This design comes from an exercise in tuning for small area, a short achievable clock period and few clock cycles on the open sky130 flow, not from production work.
At most, simulation tests tie the RTL to the original design; equivalence was not proved.
Power is estimated from default activity; no workload was simulated.

alpha:
// dsb1_pid
module dsb1_pid (
    input  wire         clk,
    input  wire         rst,         
    input  wire         ev_valid,
    input  wire [31:0]  ev_word,
    output wire         ev_ready,
    output reg          act_valid,
    output wire [10:0]  act_a,
    output wire [10:0]  act_b,
    output wire [10:0]  act_c,
    output wire [10:0]  act_d,
    output reg          tx_valid,
    output wire [335:0] tx_frame,    
    output reg          pos_valid,
    output reg  [1:0]   pos_axis,
    output reg  [31:0]  pos_value
);
    localparam [3:0] EV_INIT   = 4'h1;
    localparam [3:0] EV_TICK   = 4'h2;
    localparam [3:0] EV_TEL    = 4'h3;
    localparam [3:0] EV_RX     = 4'h4;
    localparam [3:0] EV_COMMIT = 4'h5;
    localparam [3:0] EV_TXDONE = 4'h6;
    localparam [3:0] EV_TXERR  = 4'h7;
    localparam [3:0] EV_POS    = 4'h8;
    localparam [3:0] EV_ENC    = 4'h9;
    localparam [4:0] S_HDR  = 5'd0;
    localparam [4:0] S_TAIL = 5'd10;
    localparam [4:0] S_C0   = 5'd16;
    localparam [4:0] S_C8   = 5'd24;
    localparam [7:0] HEADER = 8'h23;
    localparam [7:0] TAIL   = 8'h21;
    reg       sr_v, sa_v, sb_v, sc_v;
    reg [1:0] sr_k, sc_k;
    reg        rst_q;
    reg        ev_v;
    reg [3:0]  ev_q;
    reg [1:0]  ax_q;
    reg [15:0] data_q;
    reg        hold;      
    reg        rdy;       
    assign ev_ready = rdy;
    wire       go      = ev_v && !hold;
    wire       do_tick = go && ev_q == EV_TICK;
    wire       sr_v_n  = do_tick | (sr_v && sr_k != 2'd3);
    wire [1:0] sr_k_n  = do_tick ? 2'd0 : sr_k + 2'd1;
    wire       ev_v_n  = hold ? ev_v : ev_valid;
    wire [3:0] ev_q_n  = hold ? ev_q : ev_word[31:28];
    wire       hold_n  = ev_v_n &&
                         ((ev_q_n == EV_TICK && sr_v_n && sr_k_n != 2'd3) ||
                          (ev_q_n == EV_INIT && (sr_v_n || sr_v)));
    always @(posedge clk) begin
        rst_q <= rst;
  ...
clock: 36.0 ns
lec_check: 0
cap_margin: 20
core_margin: 2
core_utilization: 40
slew_margin: 20
standard.sh (not shown) runs the stock make flow with config.mk's settings and CLKGATE_MAP_FILE= SYNTH_SCRIPT=/design/flow/synth_recipe.tcl, a recipe that flattens the netlist after the stock synthesis.
==> flow/flow/run.sh <==
#!/bin/bash
set -euo pipefail
bash standard.sh BUFFER_PORTS_ARGS="-buffer_cell sky130_fd_sc_hd__buf_2" finish > standard.log 2>&1
alpha | status: complete | timing, DRC, antenna: pass
Testbench counts of alpha, summed over its fixed seeds: cycles 16,065.
Input-level comparison between beta and alpha:
==> flow/flow/run.sh <==
#!/bin/bash
set -euo pipefail
bash standard.sh BUFFER_PORTS_ARGS="-buffer_cell sky130_fd_sc_hd__buf_1" finish > standard.log 2>&1
Findings:
Compared to alpha, the routing of beta uses less wire.
beta ends up with a via count that is 0.48% lower than in alpha.
Looking at post-synthesis to final-layout area growth across alpha and beta, the one that comes out lower is beta.

* * *

dsb1_pid, a different RTL version from the one above (not shown whole).
Size: roughly 3800 cells after synthesis, roughly 790 flip-flops, ~450 I/O pins.
==> flow/config.mk <==
export PLATFORM = sky130hd
export DESIGN_NAME = dsb1_pid
export DESIGN_NICKNAME = dsb1_pid
export VERILOG_FILES = /design/flow/design.v
export SDC_FILE = /design/flow/constraint.sdc
export NUM_CORES = 4
export LEC_CHECK = 0
export CAP_MARGIN = 20
export CORE_MARGIN = 2
export CORE_UTILIZATION = 40
export SLEW_MARGIN = 20
==> flow/constraint.sdc <==
create_clock -name core_clock -period 36.0 [get_ports {clk}]
set_input_delay 7.2000 -clock core_clock [delete_from_list [all_inputs] [get_ports {clk}]]
set_output_delay 7.2000 -clock core_clock [all_outputs]
set_load 0.01 [all_outputs]
==> flow/flow/run.sh <==
#!/bin/bash
set -euo pipefail
bash standard.sh BUFFER_PORTS_ARGS="-buffer_cell sky130_fd_sc_hd__buf_4" SETUP_SLACK_MARGIN=28 finish > standard.log 2>&1
Testbench counts at the start, summed over its fixed seeds: cycles 16,065.
Edit:
==> flow/run.sh (new file) <==
#!/bin/bash
# synth_recipe.tcl (not shown) runs the flow's synth.tcl, then flattens the netlist and writes it again
# the make line also repeats each setting of config.mk as NAME=value (left out here)
make -C /OpenROAD-flow-scripts/flow DESIGN_CONFIG=/design/flow/config.mk WORK_HOME=/design/flow/orfs CLKGATE_MAP_FILE= SYNTH_SCRIPT=/design/flow/synth_recipe.tcl finish
removed: flow/flow/run.sh
removed: flow/standard.sh
What happened: Worst setup slack loses 0.70 ns. Worst hold slack loses 0.022 ns. Sequential cell count is unchanged. Sequential share of layout area rose by 0.77 points. Clock power hardly moves. Design area fell by a few percent.

* * *

Setup of main:
Another version of the RTL of dsb1_pid (not shown whole).
Size in the first run: ~800 flip-flops, about 450 I/O pins, about 40000 µm² of cells after synthesis.
Settings: LEC_CHECK=0, CAP_MARGIN=20, CORE_MARGIN=2, CORE_UTILIZATION=40, CTS_BUF_LIST=sky130_fd_sc_hd__clkbuf_8, SLEW_MARGIN=20; clock period 36.0 ns.
==> flow/flow/run.sh <==
#!/bin/bash
set -euo pipefail
bash standard.sh BUFFER_PORTS_ARGS="-buffer_cell sky130_fd_sc_hd__buf_1" finish > standard.log 2>&1
The flow did not stop early for main: all stages ran, and the layout cleared the timing, DRC and antenna checks.
For the feature branch, these inputs were changed with respect to main:
- removing CTS_BUF_LIST (formerly sky130_fd_sc_hd__clkbuf_8)
[summary]
- Going from main to the feature branch, post-route worst hold slack shows no meaningful change, fraction of standard cell area that is sequential shows a reduction of 0.16 points, clock tree buffer count of the final layout shows a reduction of about 23%, fraction of standard cell area in multi-input logic shows a reduction of 0.16 points.
- After detailed routing, main needs more wire than the feature branch.
No run of this note included a check of the RTL's function; only the layout flow was run.

* * *

build 31:
Another version of the RTL of dsb1_pid (not shown whole).
Size in the first run: ~450 I/O pins, about 41,000 sq um of cells after synthesis.
==> flow/config.mk <==
export PLATFORM = sky130hd
export DESIGN_NAME = dsb1_pid
export DESIGN_NICKNAME = dsb1_pid
export VERILOG_FILES = /design/flow/design.v
export SDC_FILE = /design/flow/constraint.sdc
export NUM_CORES = 4
export LEC_CHECK = 0
export CAP_MARGIN = 20
export CORE_MARGIN = 2
export CORE_UTILIZATION = 40
export SLEW_MARGIN = 20
==> flow/constraint.sdc <==
create_clock -name core_clock -period 36.0 [get_ports {clk}]
set_input_delay 7.2000 -clock core_clock [delete_from_list [all_inputs] [get_ports {clk}]]
set_output_delay 7.2000 -clock core_clock [all_outputs]
set_load 0.01 [all_outputs]
Scripts as last shown in full above: flow/flow/run.sh
Testbench counts of build 31, summed over its fixed seeds: cycles 16,065.
Input-level comparison between build 46 and build 31:
- CORE_UTILIZATION changed from 40 to 60
- PLACE_DENSITY newly set to 0.7
Results
- Going from build 31 to build 46, worst setup slack +210 ps; global routing met1 resource utilization increased 11 points; minimum clock period after layout moved down; number of iterations in the first detailed-routing pass increased by 2 relative to the old numbers.
- Per the comparison of build 46 with build 31, combinational power shows no meaningful change; final instance area now smaller.
- Build 46 finished every stage and its layout cleared the timing, DRC and antenna checks.
- Of the two values seen for launch point of the critical path, g_axis[2].u_axis.last_delta[12] was produced by build 31 and g_axis[2].u_axis.pos[19] by build 46.
[inputs] build 96 vs build 46
- putting CTS_CLUSTER_SIZE at 30 where nothing was set
- putting CTS_CLUSTER_DIAMETER at 60 where nothing was set
Findings:
Build 46 and build 96 all finish clean. Between build 46 and build 96, fraction of area in multi-input gates is higher for build 96, build 46 comes in under that. Power: build 96 draws less than build 46. Build 96 against build 46: sequential share of layout area has increased; final clock period utilization by the worst path about even; via count went down by about 0.8%; combinational power held. Compare build 46 and build 96 | design area lower: build 96. Summary of the comparison: clock-pin slew on the worst setup and hold paths is higher in build 96, relative to build 46. The total routed wirelength of build 96 is lower than that of build 46. Power per unit of standard cell area ended up 3.6 nW/um^2 lower on build 96 than on build 46. Against build 46, power spent charging and discharging nets in build 96 came out worse.

==> afterwards: timing with drivers on the ports <==
How much do the figures lean on ideal ports? The routed layouts below were timed once more, with nothing changed but the port constraints.
Step 1 sets driving cells, clkbuf_16 on the clock port and buf_2 on the other inputs (assumed; they add their load-dependent delay and slew).
Step 2 also shifts input and output timing later by t, the mid clock arrival at the registers, as if the neighbouring blocks saw the same clock.
a / b / c = ideal ports / drivers / drivers and shift; a / b = the first two.
run	t, ns	slack for setup (ns)	latest minus earliest clock arrival (ns)	slew at the worst register clock pin (ns)	worst data-port slew with drivers (ns)
alpha	0.713	27.248 / 27.181 / 27.771	0.064 / 0.063	0.06 / 0.06	0.05
beta	0.715	27.177 / 27.112 / 27.729	0.052 / 0.052	0.07 / 0.07	0.05
the first run of note 2	0.728	27.403 / 27.330 / 27.848	0.076 / 0.076	0.06 / 0.06	0.05
the second run of note 2	0.726	26.705 / 26.640 / 27.367	0.062 / 0.061	0.07 / 0.07	0.05
main	0.870	26.755 / 26.685 / 27.555	0.071 / 0.072	0.07 / 0.07	0.05
the feature branch	0.710	26.901 / 26.837 / 27.546	0.056 / 0.055	0.07 / 0.07	0.05
build 31	0.728	27.232 / 27.158 / 27.477	0.043 / 0.043	0.06 / 0.06	0.05
build 46	0.695	27.442 / 27.374 / 27.437	0.026 / 0.025	0.06 / 0.06	0.13
build 96	0.706	27.416 / 27.348 / 27.440	0.047 / 0.048	0.10 / 0.10	0.13
After both steps every run listed still meets setup and hold. For build 46, which loses most, drivers alone change the setup slack by -0.068 ns; drivers and shift together by -0.005 ns.
